Context: an optimization exercise on an open-source flow, tuned for small area. The choices shown serve that exercise and are no tape-out recipe. Only simulation tests tie the RTL to the original design; equivalence was not proved. Power and IR drop assume default switching activity.

`design.v`:
```
module timerext_core #(
    parameter [31:0] BACKDATE = 32'd64
) (
    input  wire        clk,
    input  wire        rst,
    input  wire        tick,
    input  wire        cmd_valid,
    output wire        cmd_ready,
    input  wire [87:0] cmd,
    output reg         rsp_valid,
    output reg  [33:0] rsp,
    output reg         ev_valid,
    output wire [15:0] ev_word,
    output reg         ev2_valid,
    output wire [15:0] ev2_word,
    output reg         pin
);
    localparam [7:0] OP_ECINIT = 8'h10, OP_ECGET  = 8'h11, OP_ECSET  = 8'h12,
                     OP_ECEXT  = 8'h13, OP_ECEXTP = 8'h14, OP_ECMAX  = 8'h15,
                     OP_ECOVC  = 8'h16, OP_ECOVR  = 8'h17,
                     OP_DASCHO = 8'h20, OP_DASCH  = 8'h21, OP_DACAN  = 8'h22,
                     OP_DAST   = 8'h23, OP_DAAT   = 8'h24, OP_DAOT   = 8'h25,
                     OP_PSSCH  = 8'h30, OP_PSCAN  = 8'h31, OP_PSCANE = 8'h32,
                     OP_PSST   = 8'h33, OP_PSGS   = 8'h34, OP_PSGE   = 8'h35,
                     OP_PSCB   = 8'h36;
    localparam [1:0] ACT_NOTHING = 2'd0, ACT_TOGGLE = 2'd1, ACT_CLEAR = 2'd2, ACT_SET = 2'd3;
    localparam [1:0] DA_IDLE = 2'd0, DA_WAIT = 2'd1, DA_SCHED = 2'd2, DA_MISSED = 2'd3;
    localparam [2:0] PS_IDLE = 3'd0, PS_SSTART = 3'd1, PS_SEND = 3'd2,
                     PS_MSTART = 3'd3, PS_MEND = 3'd4;
    localparam [1:0] CB_NONE = 2'd0, CB_HOST = 2'd1, CB_PSSTART = 2'd2, CB_PSEND = 2'd3;
    localparam [3:0] ST_NONE = 4'd0,
                     ST_S1   = 4'd1,  ST_S2  = 4'd2,  ST_S3  = 4'd3,  ST_S4 = 4'd4,
                     ST_S5   = 4'd5,  ST_S6  = 4'd6,  ST_S7A = 4'd7,  ST_S7B = 4'd8,
                     ST_C1   = 4'd9,  ST_I1  = 4'd10;
    reg [15:0] cnt;
    reg        ovf;
    reg [15:0] cmp;
    reg        mf;
    reg [1:0]  oa;
    reg        ovie;
    reg        cmie;
    reg [15:0] acc_hi;       
    reg        ovfcb;
    reg [1:0]  da_state;
    reg [31:0] da_at;
    reg [31:0] da_ot;
    reg [1:0]  da_action;
    reg [1:0]  da_prev;
    reg [1:0]  da_cb;
    reg [7:0]  da_tag;
    reg [2:0]  ps_state;
    reg [31:0] ps_start;
    reg [31:0] ps_end;
    reg        ps_cben;
    reg        da_w;         
    reg        ps_w;         
    reg [3:0]  fg_pc;
    reg [3:0]  isr_pc;
    reg        fg_ps;        
    reg        fg_cb;
    reg [7:0]  fg_tag;
    reg [4:0]  fg_k;         
    reg        c0_r;         
    reg [1:0]  ev_ty;        
    wire in_isr  = (isr_pc != ST_NONE);
    wire fg_busy = (fg_pc != ST_NONE);
    wire gie     = !(fg_busy && (fg_ps || fg_pc == ST_S7B || fg_pc == ST_C1));
    assign ev_word  = {(ev_ty == 2'd2) ? da_tag : 8'd0, 3'd0,
                       (ev_ty == 2'd1) ? 3'd0 : (ev_ty == 2'd2) ? {1'b0, da_state} : ps_state,
                       ev_ty};
    assign ev2_word = {11'd0, ps_state, 2'd3};
    wire [7:0]  c_op   = cmd[7:0];
    wire [1:0]  c_act  = cmd[9:8];
    wire        c_cb   = cmd[10];
    wire [4:0]  c_zero = cmd[15:11];
    wire [7:0]  c_tag  = cmd[23:16];
    wire [31:0] c_a    = cmd[55:24];
    wire [31:0] c_b    = cmd[87:56];
    wire z_act = (c_act == 2'd0);
    wire z_tag = (c_tag == 8'd0);
    wire z_ah  = (c_a[31:16] == 16'd0);
    wire z_a   = z_ah && (c_a[15:0] == 16'd0);
    wire z_b   = (c_b == 32'd0);
    reg c_legal;
    always @(*) begin
        case (c_op)
            OP_ECINIT, OP_PSCB:
                c_legal = z_act && z_tag && z_a && z_b;
            OP_ECGET, OP_ECMAX, OP_ECOVC, OP_ECOVR,
            OP_DACAN, OP_DAST, OP_DAAT, OP_DAOT,
            OP_PSCAN, OP_PSCANE, OP_PSST, OP_PSGS, OP_PSGE:
                c_legal = z_act && !c_cb && z_tag && z_a && z_b;
            OP_ECSET:
                c_legal = z_act && !c_cb && z_tag && z_b;
            OP_ECEXT, OP_ECEXTP:
                c_legal = z_act && !c_cb && z_tag && z_b && z_ah;
            OP_DASCHO:
                c_legal = 1'b1;
            OP_DASCH:
                c_legal = z_b;
            OP_PSSCH:
                c_legal = z_act && !c_cb && z_tag;
            default:
                c_legal = 1'b0;
        endcase
        if (c_zero != 5'd0)
            c_legal = 1'b0;
    end
    wire ovf_pend = ovf && ovie;
    wire cmp_pend = mf && cmie;
    wire irq_ok   = !in_isr && gie && (ovf_pend || cmp_pend);
    wire idle     = !in_isr && !fg_busy;
    assign cmd_ready = idle && !irq_ok;
    wire       fg_step = !in_isr && !irq_ok && fg_busy;
    wire [3:0] step_w  = in_isr ? isr_pc : fg_step ? fg_pc : ST_NONE;
    wire       at_s1   = fg_step && (fg_pc == ST_S1);
    wire       at_s4   = (step_w == ST_S4);
    function [16:0] add16(input [15:0] a, input [15:0] b, input ci);
        integer i;
        reg c;
        begin
            c = ci;
            for (i = 0; i < 16; i = i + 1) begin
                add16[i] = a[i] ^ b[i] ^ c;
                c = (a[i] & b[i]) | (c & (a[i] ^ b[i]));
            end
            add16[16] = c;
        end
    endfunction
    function ge16(input [15:0] a, input [15:0] b, input ci);
        integer i;
        reg c;
        begin
            c = ci;
            for (i = 0; i < 16; i = i + 1)
                c = (a[i] & !b[i]) | (a[i] & c) | (!b[i] & c);
            ge16 = c;
        end
    endfunction
    function lt16(input [15:0] a, input [15:0] b);
        lt16 = !ge16(a, b, 1'b1);
    endfunction
    function eqp1(input [15:0] a, input [15:0] b);
        integer i;
        reg [15:0] t;
        reg ok;
        begin
            t  = a ^ b;
            ok = t[0];
            for (i = 0; i < 15; i = i + 1)
                ok = ok & (t[i] | !t[i+1]) & (!t[i] | (b[i] == t[i+1]));
            eqp1 = ok;
        end
    endfunction
    function [15:0] inc16(input [15:0] a);
        integer i;
        reg c;
        begin
            c = 1'b1;
            for (i = 0; i < 16; i = i + 1) begin
                inc16[i] = a[i] ^ c;
                c = a[i] & c;
            end
        end
    endfunction
    function [15:0] dec16(input [15:0] a);
        integer i;
        reg c;
        begin
            c = 1'b1;
            for (i = 0; i < 16; i = i + 1) begin
                dec16[i] = a[i] ^ c;
                c = !a[i] & c;
            end
        end
    endfunction
    wire [15:0] dec_out = dec16(at_s4 ? da_ot[15:0] : cnt);
    wire [15:0] s4_cmp  = dec_out;
    wire [15:0] cnt_m1  = dec_out;
    wire [15:0] acc_p1 = inc16(acc_hi);
    wire [15:0] acc_m1 = dec16(acc_hi);
    wire        corr   = ovf && !cnt[15];
    wire [15:0] nh     = corr ? acc_p1 : acc_hi;
    wire [31:0] ec_now = {nh, cnt};
    wire        op_ext  = (c_op == OP_ECEXT);
    wire        op_extp = (c_op == OP_ECEXTP);
    wire        ext_c   = ge16(c_a[15:0], cnt, op_ext);
    wire b_lo     = lt16(da_at[15:0], cnt);
    wire at_eq_nh = (da_at[31:16] == nh);
    wire promo_ok = (b_lo ? eqp1(da_at[31:16], nh) : at_eq_nh) && (da_at[15:0] != cnt_m1);
    wire c_at_lt_now = lt16(da_at[31:16], nh) || (at_eq_nh && b_lo);
    wire [15:0] cp_hi = at_s4 ? da_at[31:16] : nh;
    wire [15:0] cp_lo = at_s4 ? da_at[15:0]  : cnt;
    wire c_p_lt_ot   = lt16(cp_hi, da_ot[31:16]) ||
                       ((cp_hi == da_ot[31:16]) && lt16(cp_lo, da_ot[15:0]));
    wire c_now_lt_ot = c_p_lt_ot;
    wire past_now = c0_r ? (c_now_lt_ot && c_at_lt_now) : (c_now_lt_ot || c_at_lt_now);
    wire [31:0] o_new;
    wire        o_c;
    wire s_p1 = at_s1 ? (corr && o_c) :
                (idle && op_ext)  ? !ext_c :
                (idle && op_extp) ? 1'b0 : corr;
    wire s_m1 = at_s1 ? (!corr && !o_c) : (idle && op_extp && ext_c);
    wire [15:0] hi_sel = s_p1 ? acc_p1 : s_m1 ? acc_m1 : acc_hi;
    generate
        if (BACKDATE[31:16] == 16'd0 && BACKDATE[4:0] == 5'd0) begin : g_org
            wire [16:0] o_lo = add16(cnt, ~(BACKDATE[15:0] | {11'd0, fg_k}), 1'b1);
            assign o_c   = o_lo[16];
            assign o_new = {hi_sel, o_lo[15:0]};
        end else begin : g_org
            assign o_c   = 1'b1;
            assign o_new = ec_now - BACKDATE - {27'd0, fg_k};
        end
    endgenerate
    wire op_cancel = (c_op == OP_DACAN) ||
                     (c_op == OP_PSCAN && ps_state == PS_SSTART) ||
                     (c_op == OP_PSCANE && ps_state == PS_SEND);
    wire at_c0s = cmd_ready && cmd_valid && c_legal && op_cancel && (da_state == DA_SCHED);
    wire at_s7a   = (step_w == ST_S7A);
    wire cmp_hold = !(at_s4 || at_s7a || at_c0s);
    wire [15:0] cmp_new = ({16{at_s4}}    & s4_cmp) |
                          ({16{at_s7a}}   & da_at[15:0]) |
                          ({16{at_c0s}}   & cnt_m1) |
                          ({16{cmp_hold}} & cmp);
    wire wr_match = (cmp_new == cnt);
    reg [15:0] n_cnt;
    reg        n_ovf;
    reg [15:0] n_cmp;
    reg        n_mf;
    reg [1:0]  n_oa;
    reg        n_pin;
    reg        n_ovie;
    reg        n_cmie;
    reg [15:0] n_acc_hi;
    reg        n_ovfcb;
    reg [1:0]  n_da_state;
    wire [31:0] n_da_at;
    wire [31:0] n_da_ot;
    reg [1:0]  n_da_action;
    reg [1:0]  n_da_prev;
    reg [1:0]  n_da_cb;
    reg [7:0]  n_da_tag;
    reg [2:0]  n_ps_state;
    reg [31:0] n_ps_start;
    reg [31:0] n_ps_end;
    reg        n_ps_cben;
    reg        n_da_w;
    reg        n_ps_w;
    reg [3:0]  n_fg_pc;
    reg [3:0]  n_isr_pc;
    reg        n_fg_ps;
    reg        n_fg_cb;
    reg [7:0]  n_fg_tag;
    reg [4:0]  n_fg_k;
    reg        n_rsp_valid;
    wire [33:0] n_rsp;
    reg        n_ev_valid;
    reg [1:0]  n_ev_ty;
    reg        n_ev2_valid;
    reg [3:0]  step;
    reg        sch_ok;
    reg [4:0]  ev_new;
    reg        ev_emit;
    reg [2:0]  ps_new;
    reg        ps_emit;
    reg [15:0] tick_cnt;
    function pin_action(input [1:0] act, input cur);
        case (act)
            ACT_TOGGLE: pin_action = !cur;
            ACT_CLEAR:  pin_action = 1'b0;
            ACT_SET:    pin_action = 1'b1;
            default:    pin_action = cur;
        endcase
    endfunction
    always @(*) begin
        n_cnt = cnt;         n_ovf = ovf;           n_cmp = cmp_new;         n_mf = mf;
        n_oa = oa;           n_pin = pin;           n_ovie = ovie;       n_cmie = cmie;
        n_acc_hi = acc_hi;   n_ovfcb = ovfcb;
        n_da_state = da_state;
        n_da_action = da_action; n_da_prev = da_prev;   n_da_cb = da_cb;   n_da_tag = da_tag;
        n_ps_state = ps_state;   n_ps_start = ps_start; n_ps_end = ps_end; n_ps_cben = ps_cben;
        n_da_w = da_w;       n_ps_w = ps_w;
        n_fg_pc = fg_pc;     n_isr_pc = isr_pc;     n_fg_ps = fg_ps;
        n_fg_cb = fg_cb;     n_fg_tag = fg_tag;     n_fg_k = fg_k + {4'd0, tick};
        n_rsp_valid = 1'b0;
        n_ev_valid = 1'b0;   n_ev_ty = ev_ty;
        n_ev2_valid = 1'b0;
        step = ST_NONE;
        sch_ok = 1'b0;
        ev_new = 5'd0;
        ev_emit = 1'b0;
        ps_new = PS_IDLE;
        ps_emit = 1'b0;
        tick_cnt = 16'd0;
        if (!fg_busy) begin
            n_fg_cb  = c_cb;
            n_fg_tag = c_tag;
            n_fg_k   = {4'd0, tick};
        end
        if (in_isr) begin
            step = step_w;
        end else if (irq_ok) begin
            if (ovf_pend) begin
                n_ovf = 1'b0;
                n_acc_hi = acc_p1;
                if (ovfcb) begin
                    ev_new  = 5'd1;
                    ev_emit = 1'b1;
                end
            end else begin
                n_mf = 1'b0;
                n_isr_pc = ST_I1;
            end
        end else if (fg_busy) begin
            step = step_w;
        end else if (cmd_valid) begin
            n_rsp_valid = 1'b1;
            if (c_legal) begin
                case (c_op)
                    OP_ECINIT: begin
                        n_ovie  = 1'b1;
                        n_ovfcb = c_cb;
                    end
                    OP_ECGET: ;
                    OP_ECSET: begin
                        n_cnt = c_a[15:0];
                        n_acc_hi = c_a[31:16];
                        n_ovf = 1'b0;
                    end
                    OP_ECEXT, OP_ECEXTP: ;
                    OP_ECMAX: ;
                    OP_ECOVC: ;
                    OP_ECOVR:  n_acc_hi = 16'd0;
                    OP_DASCHO, OP_DASCH, OP_PSSCH: begin
                        n_rsp_valid = 1'b0;
                        n_fg_ps = (c_op == OP_PSSCH);
                        if (c_op == OP_DASCHO) begin
                            if (da_state == DA_WAIT || da_state == DA_SCHED)
                                n_cmie = 1'b0;
                            n_fg_pc = ST_S2;
                        end else begin
                            n_fg_pc = ST_S1;
                        end
                    end
                    OP_DACAN, OP_PSCAN, OP_PSCANE: begin
                        n_fg_ps = (c_op != OP_DACAN);
                        if (c_op == OP_PSCAN && ps_state != PS_SSTART ||
                            c_op == OP_PSCANE && ps_state != PS_SEND) begin
                        end else begin
                            if (da_state == DA_WAIT) begin
                                n_cmie = 1'b0;
                                n_oa = da_prev;
                                n_da_state = DA_IDLE;
                                sch_ok = 1'b1;
                                if (c_op != OP_DACAN) begin
                                    ps_new = PS_IDLE;
                                    ps_emit = 1'b1;
                                end
                            end else if (da_state == DA_SCHED) begin
                                n_fg_pc = ST_C1;
                                n_rsp_valid = 1'b0;
                            end
                        end
                    end
                    OP_DAST: ;
                    OP_DAAT: ;
                    OP_DAOT: ;
                    OP_PSST: ;
                    OP_PSGS: ;
                    OP_PSGE: ;
                    OP_PSCB:  n_ps_cben = c_cb;
                    default: ;
                endcase
            end
        end
        case (step)
            ST_I1: begin
                n_isr_pc = ST_NONE;
                if (da_state == DA_IDLE || da_state == DA_MISSED) begin
                    n_cmie = 1'b0;
                end else if (past_now) begin
                    n_cmie = 1'b0;
                    n_da_state = (da_state == DA_SCHED) ? DA_IDLE : DA_MISSED;
                    case (da_cb)
                        CB_HOST: begin
                            ev_new  = {1'b0, n_da_state, 2'd2};
                            ev_emit = 1'b1;
                        end
                        CB_PSSTART: begin
                            if (n_da_state == DA_IDLE) begin
                                n_isr_pc = ST_S2;
                            end else begin
                                ps_new  = PS_MSTART;
                                ps_emit = 1'b1;
                            end
                        end
                        CB_PSEND: begin
                            ps_new  = (n_da_state == DA_IDLE) ? PS_IDLE : PS_MEND;
                            ps_emit = 1'b1;
                        end
                        default: ;
                    endcase
                end else if (promo_ok) begin
                    n_oa = da_action;
                    n_da_state = DA_SCHED;
                end
            end
            ST_S1: begin
                if (da_state == DA_WAIT || da_state == DA_SCHED)
                    n_cmie = 1'b0;
                n_fg_pc = ST_S2;
            end
            ST_S2: begin
                n_da_prev = oa;
                if (in_isr) n_isr_pc = ST_S3; else n_fg_pc = ST_S3;
            end
            ST_S3: begin
                n_da_state = DA_WAIT;
                n_da_w = 1'b1;
                if (in_isr) begin
                    n_da_action = ACT_CLEAR;
                    n_da_cb     = CB_PSEND;
                    n_da_tag    = 8'd0;
                    n_isr_pc    = ST_S4;
                end else begin
                    if (fg_ps) begin
                        n_da_action = ACT_SET;
                        n_da_cb     = CB_PSSTART;
                    end else begin
                        n_da_action = rsp[1:0];
                        n_da_cb     = fg_cb ? CB_HOST : CB_NONE;
                    end
                    n_da_tag    = fg_tag;
                    n_fg_pc     = ST_S4;
                end
            end
            ST_S4: begin
                if (wr_match)
                    n_pin = pin_action(oa, pin);
                n_mf = 1'b0;
                if (in_isr) n_isr_pc = ST_S5; else n_fg_pc = ST_S5;
            end
            ST_S5: begin
                n_cmie = 1'b1;
                if (in_isr) n_isr_pc = ST_S6; else n_fg_pc = ST_S6;
            end
            ST_S6: begin
                if (promo_ok) begin
                    n_oa = da_action;
                    n_da_state = DA_SCHED;
                end
                if (in_isr) n_isr_pc = ST_S7A; else n_fg_pc = ST_S7A;
            end
            ST_S7A: begin
                if (wr_match) begin
                    n_mf  = 1'b1;
                    n_pin = pin_action(oa, pin);
                end
                if (in_isr) n_isr_pc = ST_S7B; else n_fg_pc = ST_S7B;
            end
            ST_S7B: begin
                if (past_now && !mf) begin
                    n_oa = da_prev;
                    n_cmie = 1'b0;
                    n_da_state = DA_MISSED;
                    case (da_cb)
                        CB_HOST: begin
                            ev_new  = {1'b0, DA_MISSED, 2'd2};
                            ev_emit = 1'b1;
                        end
                        CB_PSSTART: begin
                            ps_new  = PS_MSTART;
                            ps_emit = 1'b1;
                        end
                        CB_PSEND: begin
                            ps_new  = PS_MEND;
                            ps_emit = 1'b1;
                        end
                        default: ;
                    endcase
                    sch_ok = 1'b0;
                end else begin
                    sch_ok = 1'b1;
                end
                if (in_isr) begin
                    if (ps_emit && ps_cben) begin
                        ev_new  = {ps_new, 2'd3};
                        ev_emit = 1'b1;
                    end
                    ps_new  = sch_ok ? PS_SEND : PS_MEND;
                    ps_emit = 1'b1;
                    n_isr_pc = ST_NONE;
                end else begin
                    if (fg_ps) begin
                        if (ps_emit && ps_cben) begin
                            ev_new  = {ps_new, 2'd3};
                            ev_emit = 1'b1;
                        end
                        if (sch_ok) begin
                            n_ps_start = da_at;
                            n_ps_end   = rsp[33:2];
                            n_ps_w     = 1'b1;
                        end
                        ps_new  = sch_ok ? PS_SSTART : PS_MSTART;
                        ps_emit = 1'b1;
                    end
                    n_rsp_valid = 1'b1;
                    n_fg_pc = ST_NONE;
                end
            end
            ST_C1: begin
                n_cmie = 1'b0;
                n_oa = da_prev;
                if (!mf)
                    n_da_state = DA_IDLE;
                sch_ok = !mf;
                if (fg_ps && sch_ok) begin
                    ps_new  = PS_IDLE;
                    ps_emit = 1'b1;
                end
                n_rsp_valid = 1'b1;
                n_fg_pc = ST_NONE;
            end
            default: ;
        endcase
        if (ev_emit) begin
            n_ev_valid = 1'b1;
            n_ev_ty    = ev_new[1:0];
        end
        if (ps_emit) begin
            n_ps_state = ps_new;
            if (ps_cben) begin
                if (n_ev_valid) begin
                    n_ev2_valid = 1'b1;
                end else begin
                    n_ev_valid = 1'b1;
                    n_ev_ty    = 2'd3;
                end
            end
        end
        if (tick) begin
            tick_cnt = inc16(n_cnt);
            n_cnt = tick_cnt;
            if (tick_cnt == 16'd0)
                n_ovf = 1'b1;
            if (tick_cnt == n_cmp) begin
                n_mf  = 1'b1;
                n_pin = pin_action(n_oa, n_pin);
            end
        end
    end
    wire op_sch   = (c_op == OP_DASCHO) || (c_op == OP_DASCH) || (c_op == OP_PSSCH);
    wire t_legal  = idle && c_legal;
    wire g_get    = t_legal && (c_op == OP_ECGET);
    wire g_ext    = t_legal && (op_ext || op_extp);
    wire g_ovc    = t_legal && (c_op == OP_ECOVC);
    wire g_max    = t_legal && (c_op == OP_ECMAX);
    wire g_at     = t_legal && (c_op == OP_DAAT) && da_w;
    wire g_ps     = t_legal && (c_op == OP_PSGS) && ps_w;
    wire g_pe     = t_legal && (c_op == OP_PSGE) && ps_w;
    wire g_sch    = t_legal && op_sch;
    wire g_dast   = t_legal && (c_op == OP_DAST);
    wire g_psst   = t_legal && (c_op == OP_PSST);
    wire swap     = fg_step && (fg_pc == ST_S1) && fg_ps;
    wire g_ot     = (t_legal && (c_op == OP_DAOT) && da_w) || swap;
    wire g_res    = idle || (fg_step && (fg_pc == ST_S7B || fg_pc == ST_C1));
    wire rsp_en   = g_res || swap;
    wire [31:0] rsp_v =
        ({32{g_get || g_ext}} & {hi_sel, 16'd0}) |
        ({32{g_get}}  & {16'd0, cnt}) |
        ({32{g_ext}}  & {16'd0, c_a[15:0]}) |
        ({32{g_ovc}}  & {16'd0, acc_hi}) |
        ({32{g_max}}  & 32'h0000_FFFF) |
        ({32{g_at}}   & da_at) |
        ({32{g_ot}}   & da_ot) |
        ({32{g_ps}}   & ps_start) |
        ({32{g_pe}}   & ps_end) |
        ({32{g_sch}}  & c_a) |
        ({32{g_dast}} & {30'd0, da_state}) |
        ({32{g_psst}} & {29'd0, ps_state}) |
        {31'd0, g_res && sch_ok};
    wire [1:0] rsp_s = g_sch ? c_act : {1'b0, idle && !c_legal};
    wire   rsp_hold = (in_isr || fg_busy) && !(fg_step && (fg_pc == ST_S7B || fg_pc == ST_C1)) && !swap;
    assign n_rsp = ({34{rsp_en}} & {rsp_v, rsp_s}) | ({34{rsp_hold}} & rsp);
    wire isr_s3   = in_isr && (isr_pc == ST_S3);
    wire fg_s3    = fg_step && (fg_pc == ST_S3);
    wire at_rsp   = (at_s1 && fg_ps) || (fg_s3 && !fg_ps);
    wire at_hold  = !(at_rsp || isr_s3);
    wire ot_cb    = cmd_ready && cmd_valid && c_legal && (c_op == OP_DASCHO || c_op == OP_PSSCH);
    wire ot_hold  = !(ot_cb || at_s1 || isr_s3);
    assign n_da_at = ({32{at_rsp}}  & rsp[33:2]) |
                     ({32{isr_s3}}  & ps_end) |
                     ({32{at_hold}} & da_at);
    assign n_da_ot = ({32{ot_cb}}   & c_b) |
                     ({32{at_s1}}   & o_new) |
                     ({32{isr_s3}}  & ps_start) |
                     ({32{ot_hold}} & da_ot);
    always @(posedge clk) begin
        if (rst) begin
            cnt <= 16'd0;  ovf <= 1'b0;
            oa <= ACT_NOTHING;  pin <= 1'b0;  ovie <= 1'b0;  cmie <= 1'b0;
            acc_hi <= 16'd0;  ovfcb <= 1'b0;
            da_state <= DA_IDLE;  da_w <= 1'b0;
            ps_state <= PS_IDLE;  ps_w <= 1'b0;  ps_cben <= 1'b0;
            fg_pc <= ST_NONE;  isr_pc <= ST_NONE;
            rsp_valid <= 1'b0;  ev_valid <= 1'b0;  ev2_valid <= 1'b0;
        end else begin
            cnt <= n_cnt;  ovf <= n_ovf;
            oa <= n_oa;  pin <= n_pin;  ovie <= n_ovie;  cmie <= n_cmie;
            acc_hi <= n_acc_hi;  ovfcb <= n_ovfcb;
            da_state <= n_da_state;  da_w <= n_da_w;
            ps_state <= n_ps_state;  ps_w <= n_ps_w;
            ps_cben <= n_ps_cben;
            fg_pc <= n_fg_pc;  isr_pc <= n_isr_pc;
            rsp_valid <= n_rsp_valid;  ev_valid <= n_ev_valid;  ev2_valid <= n_ev2_valid;
        end
        cmp <= n_cmp;  mf <= n_mf;
        da_at <= n_da_at;  da_ot <= n_da_ot;
        ps_start <= n_ps_start;  ps_end <= n_ps_end;
        da_action <= n_da_action;  da_prev <= n_da_prev;
        da_cb <= n_da_cb;  da_tag <= n_da_tag;
        fg_ps <= n_fg_ps;  fg_cb <= n_fg_cb;
        fg_tag <= n_fg_tag;  fg_k <= n_fg_k;
        if (at_s4)
            c0_r <= c_p_lt_ot;
        rsp <= n_rsp;  ev_ty <= n_ev_ty;
    end
endmodule
```
`flow/run.sh`:
```
#!/bin/bash
# Layout flow: the standard flow (standard.sh) with three changes.
#  1. After the standard synthesis, ABC re-maps the combinational logic
#     between the registers for area (flow/resynth.ys.in with the scripts
#     flow/area*.abc; the smallest result is kept). The registers keep the
#     standard synthesis's instances, names and cells.
#  2. Ports are buffered with sky130_fd_sc_hd__buf_1 (one buffer per port, as
#     the standard flow does, with a smaller cell).
#  3. Clock tree synthesis with sky130_fd_sc_hd__clkbuf_8 buffers on clusters of
#     at most 12 registers, and no dummy loads.
# Each tool's output goes to a log file in this folder.
set -euo pipefail
W=$(pwd)
R=$W/orfs/results/$FLOW_PLATFORM/timerext_core/base
O=$W/orfs/objects/$FLOW_PLATFORM/timerext_core/base
LIB=$FLOW_HOME/platforms/$FLOW_PLATFORM/lib/sky130_fd_sc_hd__tt_025C_1v80.lib
YOSYS=$FLOW_HOME/../tools/install/yosys/bin/yosys
[[ -x $YOSYS ]] || YOSYS=yosys

bash standard.sh synth > standard_synth.log 2>&1
cp $R/1_2_yosys.v $W/1_2_yosys_standard.v

best=""
best_area=""
for abc in $W/flow/area*.abc; do
    n=$(basename $abc .abc)
    sed -e "s#@LIB@#$LIB#g" -e "s#@IN@#$W/1_2_yosys_standard.v#" -e "s#@OUT@#$W/resynth_$n.v#" \
        -e "s#@TOP@#$FLOW_TOP#" -e "s#@ABC@#$abc#" -e "s#@CONSTR@#$O/abc.constr#" \
        -e "s#@STAT@#$W/resynth_stat_$n.txt#" flow/resynth.ys.in > resynth_$n.ys
    if $YOSYS -s resynth_$n.ys > resynth_$n.log 2>&1; then
        a=$(awk '/Chip area/ {print $NF}' $W/resynth_stat_$n.txt)
        if [[ -n "$a" ]] && { [[ -z "$best_area" ]] || awk -v a=$a -v b=$best_area 'BEGIN {exit !(a < b)}'; }; then
            best=$n
            best_area=$a
        fi
    fi
done
echo "kept $best ($best_area um2)" > resynth_choice.txt
cp $W/resynth_$best.v $R/1_2_yosys.v
rm -f $R/1_synth.odb $R/1_synth.sdc
bash standard.sh BUFFER_PORTS_ARGS="-buffer_cell sky130_fd_sc_hd__buf_1" \
    CTS_ARGS="-sink_clustering_enable -repair_clock_nets -dont_use_dummy_load -buf_list sky130_fd_sc_hd__clkbuf_8 -sink_clustering_size 12 -sink_clustering_max_diameter 80" \
    finish > standard_finish.log 2>&1
```
`flow/area0.abc`:
```
strash
ifraig
dc2
drw
drf
dc2
&get -n
&st
&deepsyn -T 60
&nf -a -R 1000
&put
topo
```
`flow/area1.abc`:
```
strash
ifraig
dc2
drw
drf
dc2
&get -n
&st
&deepsyn -T 60
&dch -f
&nf -a -R 1000
&put
topo
```
`flow/area2.abc`:
```
strash
ifraig
dc2
drw
drf
dc2
&get -n
&st
&dch -f
&nf -a -R 1000
&put
topo
dnsize -c
```
`flow/resynth.ys.in`:
```
# Re-map the combinational logic of the standard synthesis for area.
# Every register (and tie cell) stays the very instance the standard synthesis
# made: its cell is read as a black box, so ABC only sees the logic between them.
read_liberty -ignore_miss_func -ignore_miss_dir @LIB@
blackbox sky130_fd_sc_hd__*df* sky130_fd_sc_hd__*dl* sky130_fd_sc_hd__conb_1
read_verilog @IN@
hierarchy -top @TOP@
flatten
opt_clean -purge
abc -script @ABC@ -liberty @LIB@ -constr @CONSTR@ -dont_use sky130_fd_sc_hd__probe_p_8 -dont_use sky130_fd_sc_hd__probec_p_8 -dont_use sky130_fd_sc_hd__lpflow_bleeder_1 -dont_use sky130_fd_sc_hd__lpflow_clkbufkapwr_1 -dont_use sky130_fd_sc_hd__lpflow_clkbufkapwr_16 -dont_use sky130_fd_sc_hd__lpflow_clkbufkapwr_2 -dont_use sky130_fd_sc_hd__lpflow_clkbufkapwr_4 -dont_use sky130_fd_sc_hd__lpflow_clkbufkapwr_8 -dont_use sky130_fd_sc_hd__lpflow_clkinvkapwr_1 -dont_use sky130_fd_sc_hd__lpflow_clkinvkapwr_16 -dont_use sky130_fd_sc_hd__lpflow_clkinvkapwr_2 -dont_use sky130_fd_sc_hd__lpflow_clkinvkapwr_4 -dont_use sky130_fd_sc_hd__lpflow_clkinvkapwr_8 -dont_use sky130_fd_sc_hd__lpflow_decapkapwr_12 -dont_use sky130_fd_sc_hd__lpflow_decapkapwr_3 -dont_use sky130_fd_sc_hd__lpflow_decapkapwr_4 -dont_use sky130_fd_sc_hd__lpflow_decapkapwr_6 -dont_use sky130_fd_sc_hd__lpflow_decapkapwr_8 -dont_use sky130_fd_sc_hd__lpflow_inputiso0n_1 -dont_use sky130_fd_sc_hd__lpflow_inputiso0p_1 -dont_use sky130_fd_sc_hd__lpflow_inputiso1n_1 -dont_use sky130_fd_sc_hd__lpflow_inputiso1p_1 -dont_use sky130_fd_sc_hd__lpflow_inputisolatch_1 -dont_use sky130_fd_sc_hd__lpflow_isobufsrc_1 -dont_use sky130_fd_sc_hd__lpflow_isobufsrc_16 -dont_use sky130_fd_sc_hd__lpflow_isobufsrc_2 -dont_use sky130_fd_sc_hd__lpflow_isobufsrc_4 -dont_use sky130_fd_sc_hd__lpflow_isobufsrc_8 -dont_use sky130_fd_sc_hd__lpflow_isobufsrckapwr_16 -dont_use sky130_fd_sc_hd__lpflow_lsbuf_lh_hl_isowell_tap_1 -dont_use sky130_fd_sc_hd__lpflow_lsbuf_lh_hl_isowell_tap_2 -dont_use sky130_fd_sc_hd__lpflow_lsbuf_lh_hl_isowell_tap_4 -dont_use sky130_fd_sc_hd__lpflow_lsbuf_lh_isowell_4 -dont_use sky130_fd_sc_hd__lpflow_lsbuf_lh_isowell_tap_1 -dont_use sky130_fd_sc_hd__lpflow_lsbuf_lh_isowell_tap_2 -dont_use sky130_fd_sc_hd__lpflow_lsbuf_lh_isowell_tap_4 
opt_clean -purge
splitnets
opt_clean -purge
tee -o @STAT@ stat -liberty @LIB@
write_verilog -noattr -noexpr -nohex -nodec @OUT@
```
`standard.sh`:
```
#!/bin/bash
# synth_recipe.tcl (not shown) runs the flow's synth.tcl, then flattens the netlist and writes it again
# the make line also repeats each setting of config.mk as NAME=value (left out here)
make -C /OpenROAD-flow-scripts/flow DESIGN_CONFIG=/design/flow/config.mk WORK_HOME=/design/flow/orfs CLKGATE_MAP_FILE= SYNTH_SCRIPT=/design/flow/synth_recipe.tcl "${@:-finish}"
```
`config.mk`:
```
export PLATFORM = sky130hd
export DESIGN_NAME = timerext_core
export DESIGN_NICKNAME = timerext_core
export VERILOG_FILES = /design/flow/design.v
export SDC_FILE = /design/flow/constraint.sdc
export NUM_CORES = 4
export LEC_CHECK = 0
export ABC_AREA = 1
export CAP_MARGIN = 20
export CORE_MARGIN = 2
export CORE_UTILIZATION = 40
export CTS_BUF_LIST = sky130_fd_sc_hd__clkbuf_8
export CTS_CLUSTER_DIAMETER = 80
export CTS_CLUSTER_SIZE = 12
export PLACE_DENSITY = 0.6
export SLEW_MARGIN = 20
```
`constraint.sdc`:
```
create_clock -name core_clock -period 12.0 [get_ports {clk}]
set_input_delay 2.4000 -clock core_clock [delete_from_list [all_inputs] [get_ports {clk}]]
set_output_delay 2.4000 -clock core_clock [all_outputs]
set_load 0.01 [all_outputs]
```
==> flow_summary.yaml, run 1 <==
pwr:
  ir_drop_mv: 0.112
  p_leak_nw: 5.80
  p_per_area_nw_per_um2: 211
cells_and_area:
  drive_gt1_frac: 0.0401
  final_cell_count_no_fill: 2338
  syn_to_final_growth_pct: 12.6
  fillers: 3595
  final_cell_area_um2: 16700
  antenna_cells: 0
  final_nets: 1964
worst_setup_path:
  max_stage_delay_ns: 0.72
  critPathCaptureType: "flip-flop"
  worstPathRequired_ns: 12.54
  cp_slowest_cell: "nor2_1"
  crit_fanout: 19
  arrival_ns: 11.12
  r2r_setup_slack_ns: 1.55
  critical_path_class: "in2reg"
  r2r_start: "fg_pc[3]$_SDFF_PP0_"
  start_kind: "input port"
  r2r-end: "ps_end[8]$_DFFE_PP_"
  reg2reg_depth: 37
global_route:
  grt_max_degree: 67
  grtUsageTotal: 0.292
  grt_pass1_wl_mm: 87.2
  antenna_found_initial: 1
  grt_pass1_vias: 14400
  grt_overflow_total: 0
placed_design:
  place_area_um2: 16300
  dpl.hpwl_mm: 40.9
  port_buffers: 146
  gp_congestion: 0.956
  dp.cells: 2311
clocking:
  hold_buffers: 0
  cts_resized: 0
  cts_root_buf: "clkbuf_8"
  cts_setup_buffers: 0
  cts_max_level: 1
  clockBufferDepth: 3
  numCtsBuffers: 26
  tritoncts: "built"
  clk_latency_ns: 0.62
  clk_pin_slew_ns: 0.10
  cts_sinks: 269
hold_path:
  hp-class: "reg2reg"
  hold_end: "ps_end[5]$_DFFE_PP_"
  whs_path_depth: 0
timing:
  slew_viol_final: 0
  setup_viol: 0
  holdWs_ns: 0.482
  maxSlewHeadroom: 0.231
  finalCriticalPeriod_ns: 10.58
  worst_slew_pin_slew_ns: 1.15
  finalSetupTns_ns: 0
  finalHoldViolations: 0
  period_share: 0.882
  fmax_mhz: 94.5
  skew_ns: 0.0381
  rsz0062_at_grt: "no"
floorplan:
  die_area_um2: 38600
  coreArea_um2: 36500
  row_count: 70
  die_w_um: 197
  io_pins: 163
  initial_core_util: 0.406
  die_h_um: 197
job:
  maxCapViolCount: 0
synthesis:
  yosysWarnings: 1
  netlist_area_um2: 14800
  syn_inst: 1655
  avgSynthCellArea_um2: 8.96
route:
  drc: 0
  vias_per_cell: 6.44
  wl_mm: 57.4
  routedWlPerCell_um: 24.5
  dr_total_vias: 15100
  drtIter0Drc: 1565
  postRouteAntennaNets: 0
  dr.pass1.iters: 6
status:
  status: "timing/DRC/antenna clean"
how the worst max path moves through the flow:
stage,slack (ns),endpoint,start,cells after the start
after floorplan,1.06,ps_state[0]$_SDFFE_PP0N_,isr_pc[2]$_SDFF_PP0_,34
after global placement,0.78,pin$_SDFF_PP0_,cmd[4],31
after detailed placement,1.10,pin$_SDFF_PP0_,cmd[4],31
after CTS,1.56,ps_state[0]$_SDFFE_PP0N_,isr_pc[2]$_SDFF_PP0_,34
after global routing,0.92,ps_start[8]$_DFFE_PP_,fg_pc[3]$_SDFF_PP0_,37
final,1.42,pin$_SDFF_PP0_,cmd[4],31
power breakdown:
group / internal [mW] / switching (mW)
Clock: 0.193 / 0.324
Sequential: 1.29 / 0.301
Combinational: 0.488 / 0.922
per-stage QoR:
stage	total power, mW	setup slack, ns	util
after floorplan	2.45	1.06	-
final	3.52	1.42	0.457
after global routing	3.73	0.923	0.457
after global placement	2.97	0.779	0.447
after CTS	3.50	1.56	0.457
after detailed placement	2.99	1.10	0.447
area by class of cell:
cell class / count / area, µm² / share of cell area
clock buffer: 26 / 358 / 0.0214
inverter: 63 / 236 / 0.0142
multi-input combinational: 1337 / 8130 / 0.487
sequential: 269 / 6620 / 0.396
tap: 468 / 586 / 0.0350
timing repair buffer: 175 / 778 / 0.0466
cell usage in the layout (no fill, tap or decap), drive strengths merged, types with 29 or more instances in the layout:
master / count
nand2: 263
buf: 175
dfxtp: 146
nor2: 145
a21oi: 131
edfxtp: 123
o21ai: 88
a22oi: 87
xnor2: 67
clkinv: 62
a222oi: 49
nor3: 42
a221oi: 33
nand3: 31
xor2: 30
a221o: 30
o22ai: 29
per-layer routing:
metal,GRT usage,up-vias,wire [µm]
li1,-,6843,-
met1,0.390,7298,23900
met2,0.489,775,26700
met3,0.0419,140,4830
met4,0.0930,2,1950
met5,0,-,11
critical path, delay by kind of cell:
| kind | cells | cell delay, ns |
|---|---|---|
| and+or+nand+nor | 13 | 4.29 |
| AOI/OAI and AO/OA | 11 | 2.48 |
| buffers and inverters | 5 | 1.56 |
| xor gates and xnor gates | 2 | 0.33 |
==> inputs of run 2 (changes only) <==
--- a/config.mk
+++ b/config.mk
@@ -12,5 +12,5 @@
 export CTS_BUF_LIST = sky130_fd_sc_hd__clkbuf_8
 export CTS_CLUSTER_DIAMETER = 80
 export CTS_CLUSTER_SIZE = 12
-export PLACE_DENSITY = 0.6
+export PLACE_DENSITY = 0.7
 export SLEW_MARGIN = 20
==> flow_summary.yaml, run 2 <==
worst_setup_path:
  crit_buf_inv: 4
  endpoint: "ps_end[8]$_DFFE_PP_"
  r2r_start: "fg_pc[3]$_SDFF_PP0_"
  start_kind: "flip-flop"
  crit_family: "compound AO/OA/AOI/OAI gates"
  cp_slowest_cell: "and3_4"
  r2r-end: "ps_end[8]$_DFFE_PP_"
  critPathLaunch: "fg_pc[3]$_SDFF_PP0_"
  path_depth: 35
  critical_path_class: "reg2reg"
  crit_fanout: 66
  cpMostUsedCell: "maj3_1"
  max_stage_delay_ns: 0.97
  r2r_setup_slack_ns: 1.07
  critPathCaptureType: "flip-flop"
  reg2reg_depth: 35
  arrival_ns: 11.14
  worstPathRequired_ns: 12.20
placed_design:
  dp.cells: 2312
  dpl.hpwl_mm: 39.6
  port_buffers: 146
  pre_cts_ws_ns: 1.39
  gp_congestion: 0.979
timing:
  rsz0062_at_grt: "no"
  fmax_mhz: 91.5
  finalWorstSetupSlack_ns: 1.07
  slew_viol_final: 0
  skew_ns: 0.0659
  finalHoldViolations: 0
  finalSetupTns_ns: 0
  finalCriticalPeriod_ns: 10.93
  worst_slew_pin_slew_ns: 1.09
  setup_viol: 0
  maxSlewHeadroom: 0.271
  period_share: 0.911
floorplan:
  initial_core_util: 0.406
  die_h_um: 197
  row_count: 70
  die_area_um2: 38600
  coreArea_um2: 36500
  io_pins: 163
  die_w_um: 197
clocking:
  clk_latency_ns: 0.63
  clockBufferDepth: 3
  tritoncts: "built"
  numCtsBuffers: 26
  clk_pin_slew_ns: 0.09
  hold_buffers: 0
  cts_sinks: 269
  cts_setup_buffers: 0
  cts_resized: 0
  cts_max_level: 1
  cts_root_buf: "clkbuf_8"
synthesis:
  avgSynthCellArea_um2: 8.96
  yosysWarnings: 1
  netlist_area_um2: 14800
  syn_inst: 1655
global_route:
  grt_pass1_vias: 14200
  grt_max_degree: 67
  grt_overflow_total: 0
  grtUsageTotal: 0.280
  grt_pass1_wl_mm: 83.9
  antenna_found_initial: 1
cells_and_area:
  final_cell_mix: "nand2_1, dfxtp_1, buf_1"
  drive_gt1_frac: 0.0396
  syn_to_final_growth_pct: 12.5
  fillers: 3577
  final_common_cell: "nand2_1"
  final_nets: 1964
  final_cell_count_no_fill: 2339
hold_path:
  hp-class: "reg2reg"
route:
  postRouteAntennaNets: 0
  vias_per_cell: 6.48
  drtIter0Drc: 1893
  wl_mm: 56.0
  dr_total_vias: 15200
  routedWlPerCell_um: 23.9
  drc: 0
  dr.pass1.iters: 9
status:
  status: "timing/DRC/antenna clean"
job:
  maxCapViolCount: 0
pwr:
  p_per_area_nw_per_um2: 210
  p_leak_nw: 5.79
  ir_drop_mv: 0.126
-- run 2: worst register-to-register path: cells and delay by family (launching register included) --
kind / cells / cell delay (ns)
simple gates: 10 / 2.88
buf+inv: 4 / 1.32
compound gates: 14 / 3.22
flops: 1 / 0.38
fa+ha+maj: 7 / 2.69
-- run 2: per-stage QoR --
stage | util | power [mW] | area [µm²] | hold slack (ns)
after floorplan | - | 2.45 | 14900 | 0.415
after global placement | 0.447 | 2.93 | 16300 | 0.455
after detailed placement | 0.447 | 2.96 | 16300 | 0.453
after CTS | 0.457 | 3.47 | 16700 | 0.471
after global routing | 0.457 | 3.69 | 16700 | 0.505
final | 0.457 | 3.50 | 16700 | 0.476
-- run 2: worst min path at each step --
stage / startpoint / to / slack (ns) / cells after the start
final: ovie$_SDFFE_PP0P_ / ovie$_SDFFE_PP0P_ / 0.48 / 2
after global routing: flip-flop / ps_end[26]$_DFFE_PP_ / 0.50 / 0
after CTS: ovie$_SDFFE_PP0P_ / ovie$_SDFFE_PP0P_ / 0.47 / 2
after detailed placement: ovie$_SDFFE_PP0P_ / ovie$_SDFFE_PP0P_ / 0.45 / 2
after global placement: da_w$_SDFFE_PP0P_ / da_w$_SDFFE_PP0P_ / 0.45 / 2
after floorplan: ovie$_SDFFE_PP0P_ / ovie$_SDFFE_PP0P_ / 0.41 / 2
-- run 2: power breakdown --
part	leakage (nW)	internal, mW	total, mW	switching (mW)
sequential	2.39	1.29	1.58	0.287
combinational	3.22	0.482	1.40	0.918
clock	0.187	0.192	0.516	0.324
total	5.79	1.97	3.50	1.53
-- run 2: cell type report --
class,count,area (µm²),share of cell area
timing repair buffer,175,766,0.0459
tap,468,586,0.0351
clock buffer,26,358,0.0214
sequential,269,6620,0.396
inverter,63,236,0.0142
multi-input combinational,1337,8130,0.487
antenna,1,2.50,0.000150
-- run 2: per-layer routing --
metal  vias to the layer above  wire length (µm)  track usage
li1                       6837                 -            -
met1                      7319             22600        0.383
met2                       883             25600        0.448
met3                       116              5970       0.0488
met4                         0              1810        0.101
met5                         -                 0            0
==> inputs of run 3 (changes only) <==
==> flow/area3.abc (new file) <==
strash
ifraig
dc2
drw
drf
dc2
&get -n
&st
&deepsyn -T 60
&nf -a -R 1000
&put
strash
&get -n
&st
&deepsyn -T 30
&nf -a -R 1000
&put
topo
==> flow_summary.yaml, run 3 <==
synthesis:
  netlist_area_um2: 14800
  avgSynthCellArea_um2: 9.16
  syn_inst: 1616
  yosysWarnings: 1
floorplan:
  initial_core_util: 0.405
  row_count: 70
  io_pins: 163
  die_h_um: 196
  coreArea_um2: 36500
  die_area_um2: 38600
  die_w_um: 196
route:
  vias_per_cell: 6.54
  routedWlPerCell_um: 24.7
  wl_mm: 56.7
  drtIter0Drc: 1998
  dr_total_vias: 15000
  drc: 0
  postRouteAntennaNets: 0
  dr.pass1.iters: 6
pwr:
  ir_drop_mv: 0.130
  p_leak_nw: 5.83
  p_per_area_nw_per_um2: 224
timing:
  finalHoldViolations: 0
  setup_viol: 0
  fmax_mhz: 98.7
  finalCriticalPeriod_ns: 10.14
  period_share: 0.845
  finalWorstSetupSlack_ns: 1.86
  slew_viol_final: 0
  skew_ns: 0.0418
  rsz0062_at_grt: "no"
  worst_slew_pin_slew_ns: 1.14
  maxSlewHeadroom: 0.238
  finalSetupTns_ns: 0
worst_setup_path:
  critical_path_class: "reg2reg"
  critPathCaptureType: "flip-flop"
  max_stage_delay_ns: 0.75
  crit_fanout: 18
  worstPathRequired_ns: 12.51
  cp_slowest_cell: "or4_1"
  cpMostUsedCell: "a21oi_1"
  start_kind: "flip-flop"
  arrival_ns: 10.65
cells_and_area:
  drive_gt1_frac: 0.0404
  final_common_cell: "nand2_1"
  antenna_cells: 0
  final_cell_mix: "nand2_1, dfxtp_1, buf_1"
  final_nets: 1924
  final_cell_count_no_fill: 2298
  syn_to_final_growth_pct: 12.6
clocking:
  cts_resized: 0
  hold_buffers: 0
  cts_max_level: 1
  cts_sinks: 269
  tritoncts: "built"
  clk_pin_slew_ns: 0.09
  clockBufferDepth: 3
  cts_setup_buffers: 0
  numCtsBuffers: 26
  cts_root_buf: "clkbuf_8"
  clk_latency_ns: 0.63
global_route:
  grt_pass1_vias: 14300
  grt_overflow_total: 0
  grt_pass1_wl_mm: 84.9
  antenna_found_initial: 2
  grtUsageTotal: 0.284
  grt_max_degree: 65
placed_design:
  dp.cells: 2272
  port_buffers: 146
  gp_congestion: 0.957
  pre_cts_ws_ns: 1.74
  dpl.hpwl_mm: 40.0
status:
  status: "timing/DRC/antenna clean"
job:
  maxCapViolCount: 0
hold_path:
  hp-class: "reg2reg"
run 3: area by class of cell:
type	instances	area [µm²]
clock buffers	26	358
multi-input cells	1304	8120
inverters	57	214
repair buffers	174	772
well taps	468	586
fillers	3589	19900
flip-flops and latches	269	6620
run 3: routing by layer:
metal / routed length, µm / up-vias / global-route usage
met2: 24900 / 907 / 0.440
met5: 26 / - / 0
met4: 2400 / 4 / 0.120
li1: - / 6723 / -
met3: 6090 / 156 / 0.0602
met1: 23300 / 7238 / 0.386
run 3: path summary, 6_finish.rpt:
kind	start	endpoint	slack (ns)	cells after the start
max reg2reg	isr_pc[2]$_SDFF_PP0_	pin$_SDFF_PP0_	1.86	35
max	isr_pc[2]$_SDFF_PP0_	pin$_SDFF_PP0_	1.86	35
min	oa[0]$_SDFF_PP0_	da_prev[0]$_DFFE_PP_	0.45	0
min reg2reg	oa[0]$_SDFF_PP0_	da_prev[0]$_DFFE_PP_	0.45	0
run 3: metrics by stage:
step                      hold WS [ns]  total power, mW  utilization  instance area, µm²
after floorplan                  0.410             2.59            -               14900
after global placement           0.434             3.16        0.447               16300
after detailed placement         0.456             3.19        0.447               16300
after CTS                        0.461             3.70        0.456               16700
after global routing             0.476             3.93        0.456               16700
final                            0.452             3.73        0.456               16700
run 3: critical path, delay by kind of cell (launching register included):
kind            cells  cell delay [ns]
simple gates       10             3.26
buf+inv             1             0.47
flops               1             0.36
fa+ha+maj           4             1.47
compound gates     20             4.46
run 3: power breakdown:
group | internal, mW | switching, mW
clock network | 0.192 | 0.319
registers | 1.30 | 0.270
logic | 0.558 | 1.09
total | 2.05 | 1.67
==> inputs of run 4 (changes only) <==
--- a/config.mk
+++ b/config.mk
@@ -8,7 +8,7 @@
 export ABC_AREA = 1
 export CAP_MARGIN = 20
 export CORE_MARGIN = 2
-export CORE_UTILIZATION = 40
+export CORE_UTILIZATION = 50
 export CTS_BUF_LIST = sky130_fd_sc_hd__clkbuf_8
 export CTS_CLUSTER_DIAMETER = 80
 export CTS_CLUSTER_SIZE = 12
==> flow_summary.yaml, run 4 <==
route:
  postRouteAntennaNets: 0
  dr.pass1.iters: 6
  routedWlPerCell_um: 24.7
  dr_total_vias: 15000
  wl_mm: 54.9
  vias_per_cell: 6.75
  drtIter0Drc: 2054
  drc: 0
worst_setup_path:
  reg2reg_depth: 36
  start_kind: "flip-flop"
  r2r_setup_slack_ns: 1.47
  cp_slowest_cell: "a21oi_1"
  crit_fanout: 35
  r2r-end: "ps_end[17]$_DFFE_PP_"
  arrival_ns: 10.80
  critPathCaptureType: "flip-flop"
  critical_path_class: "reg2reg"
  worstPathRequired_ns: 12.26
  max_stage_delay_ns: 0.69
  cpMostUsedCell: "a21oi_1"
cells_and_area:
  final_nets: 1925
  final_cell_count_no_fill: 2222
  utilization: 0.564
  final_common_cell: "nand2_1"
  syn_to_final_growth_pct: 12.0
  fillers: 2741
  final_cell_mix: "nand2_1, dfxtp_1, buf_1"
  drive_gt1_frac: 0.0399
  multiInputGateArea_um2: 8120
  seqCellArea_um2: 6620
clocking:
  clockBufferDepth: 3
  cts_setup_buffers: 0
  cts_root_buf: "clkbuf_8"
  tritoncts: "built"
  numCtsBuffers: 26
  cts_resized: 0
  cts_sinks: 269
  cts_max_level: 1
  clk_latency_ns: 0.59
  clk_pin_slew_ns: 0.09
  hold_buffers: 0
global_route:
  grt_overflow_total: 0
  grt_max_degree: 51
  grtUsageTotal: 0.345
  grt_pass1_vias: 14000
  grt_pass1_wl_mm: 83.0
  antenna_found_initial: 1
pwr:
  p_total_mw: 3.73
  ir_drop_mv: 0.130
  p_per_area_nw_per_um2: 225
  p_leak_nw: 5.82
timing:
  fmax_mhz: 94.9
  rsz0062_at_grt: "no"
  maxSlewHeadroom: 0.276
  finalSetupTns_ns: 0
  finalHoldViolations: 0
  finalCriticalPeriod_ns: 10.53
  slew_viol_final: 0
  skew_ns: 0.0288
  worst_slew_pin_slew_ns: 1.09
  holdWs_ns: 0.455
  setup_viol: 0
  period_share: 0.878
synthesis:
  syn_inst: 1616
  netlist_area_um2: 14800
  yosysWarnings: 1
  avgSynthCellArea_um2: 9.16
hold_path:
  min_from: "ps_w$_SDFFE_PP0P_"
  hold_end: "ps_w$_SDFFE_PP0P_"
  whs_path_depth: 2
  hp-class: "reg2reg"
placed_design:
  gp_congestion: 1.00
  dp.cells: 2195
  port_buffers: 146
  dpl.hpwl_mm: 39.1
floorplan:
  coreArea_um2: 29400
  row_count: 63
  die_w_um: 176
  die_area_um2: 31000
  io_pins: 163
  initial_core_util: 0.504
  die_h_um: 176
status:
  status: "timing/DRC/antenna clean"
job:
  maxCapViolCount: 0
[run 4: layer usage]
metal  global-route usage  wire length, µm
met1                0.469            22200
met2                0.555            25000
met3               0.0504             5380
met4                0.138             2310
met5                    0                0
[run 4: area by class of cell]
class / count / area share
clock buffers: 26 / 0.0216
repair buffers: 175 / 0.0470
flip-flops and latches: 269 / 0.399
multi-input cells: 1304 / 0.490
diodes: 1 / 0.000151
well taps: 390 / 0.0294
inverters: 57 / 0.0129
[run 4: worst max-delay path by stage]
stage / to / from
after floorplan: ps_end[0]$_DFFE_PP_ / isr_pc[2]$_SDFF_PP0_
after global placement: flip-flop / cmd[4]
after detailed placement: flip-flop / cmd[4]
after CTS: ps_end[16]$_DFFE_PP_ / flip-flop
after global routing: ps_end[17]$_DFFE_PP_ / flip-flop
final: ps_end[17]$_DFFE_PP_ / flip-flop
[run 4: worst max-delay path: cells and delay by family, from the launching register on]
family	cells	cell delay, ns
buffers and inverters	6	2.06
adders and majority gates	4	1.50
and+or+nand+nor	8	1.99
DFF	1	0.35
AOI/OAI and AO/OA	18	4.24
[run 4: power by group]
group	switching (mW)	internal (mW)
registers	0.262	1.30
clock network	0.315	0.193
logic	1.10	0.559
total	1.67	2.05
[run 4: stage by stage]
stage / setup WS, ns / cell area [µm²]
after floorplan: 2.38 / 14900
after global placement: 1.73 / 16200
after global routing: 1.03 / 16600
final: 1.47 / 16600
after CTS: 1.98 / 16600
after detailed placement: 1.70 / 16200

-- separate check: timing with driven ports --
The flow's constraints put no driver on any port. The routed layouts listed below were extracted and timed again, unchanged, in two steps.
Step 1, drivers: a clkbuf_16 drives clk and a buf_2 each remaining input, both assumed.
Step 2 adds t to the input delays and takes it off the output delays; t is the mean of the earliest and latest rising clock arrival at the registers after step 1. Input paths then give back, and output paths get back, about the clock's delay inside the block.
Slacks: no drivers / after step 1 / after step 2; pairs: no drivers / after step 1.
| run | t (ns) | slack for setup (ns) | clock arrival spread, ns | worst data-port slew with drivers (ns) | pins driven straight from the clock port |
|---|---|---|---|---|---|
| run 1 | 0.650 | 1.421 / 1.440 / 0.790 | 0.038 / 0.038 | 0.07 | 1 |
| run 2 | 0.649 | 1.068 / 1.068 / 0.829 | 0.066 / 0.066 | 0.08 | 1 |
| run 3 | 0.658 | 1.864 / 1.865 / 1.642 | 0.043 / 0.042 | 0.08 | 1 |
| run 4 | 0.617 | 1.467 / 1.467 / 1.467 | 0.029 / 0.029 | 0.04 | 1 |
After both steps setup and hold are still met in every run listed. For run 1, which loses most, drivers alone change the setup slack by +0.019 ns; drivers and shift together by -0.631 ns.
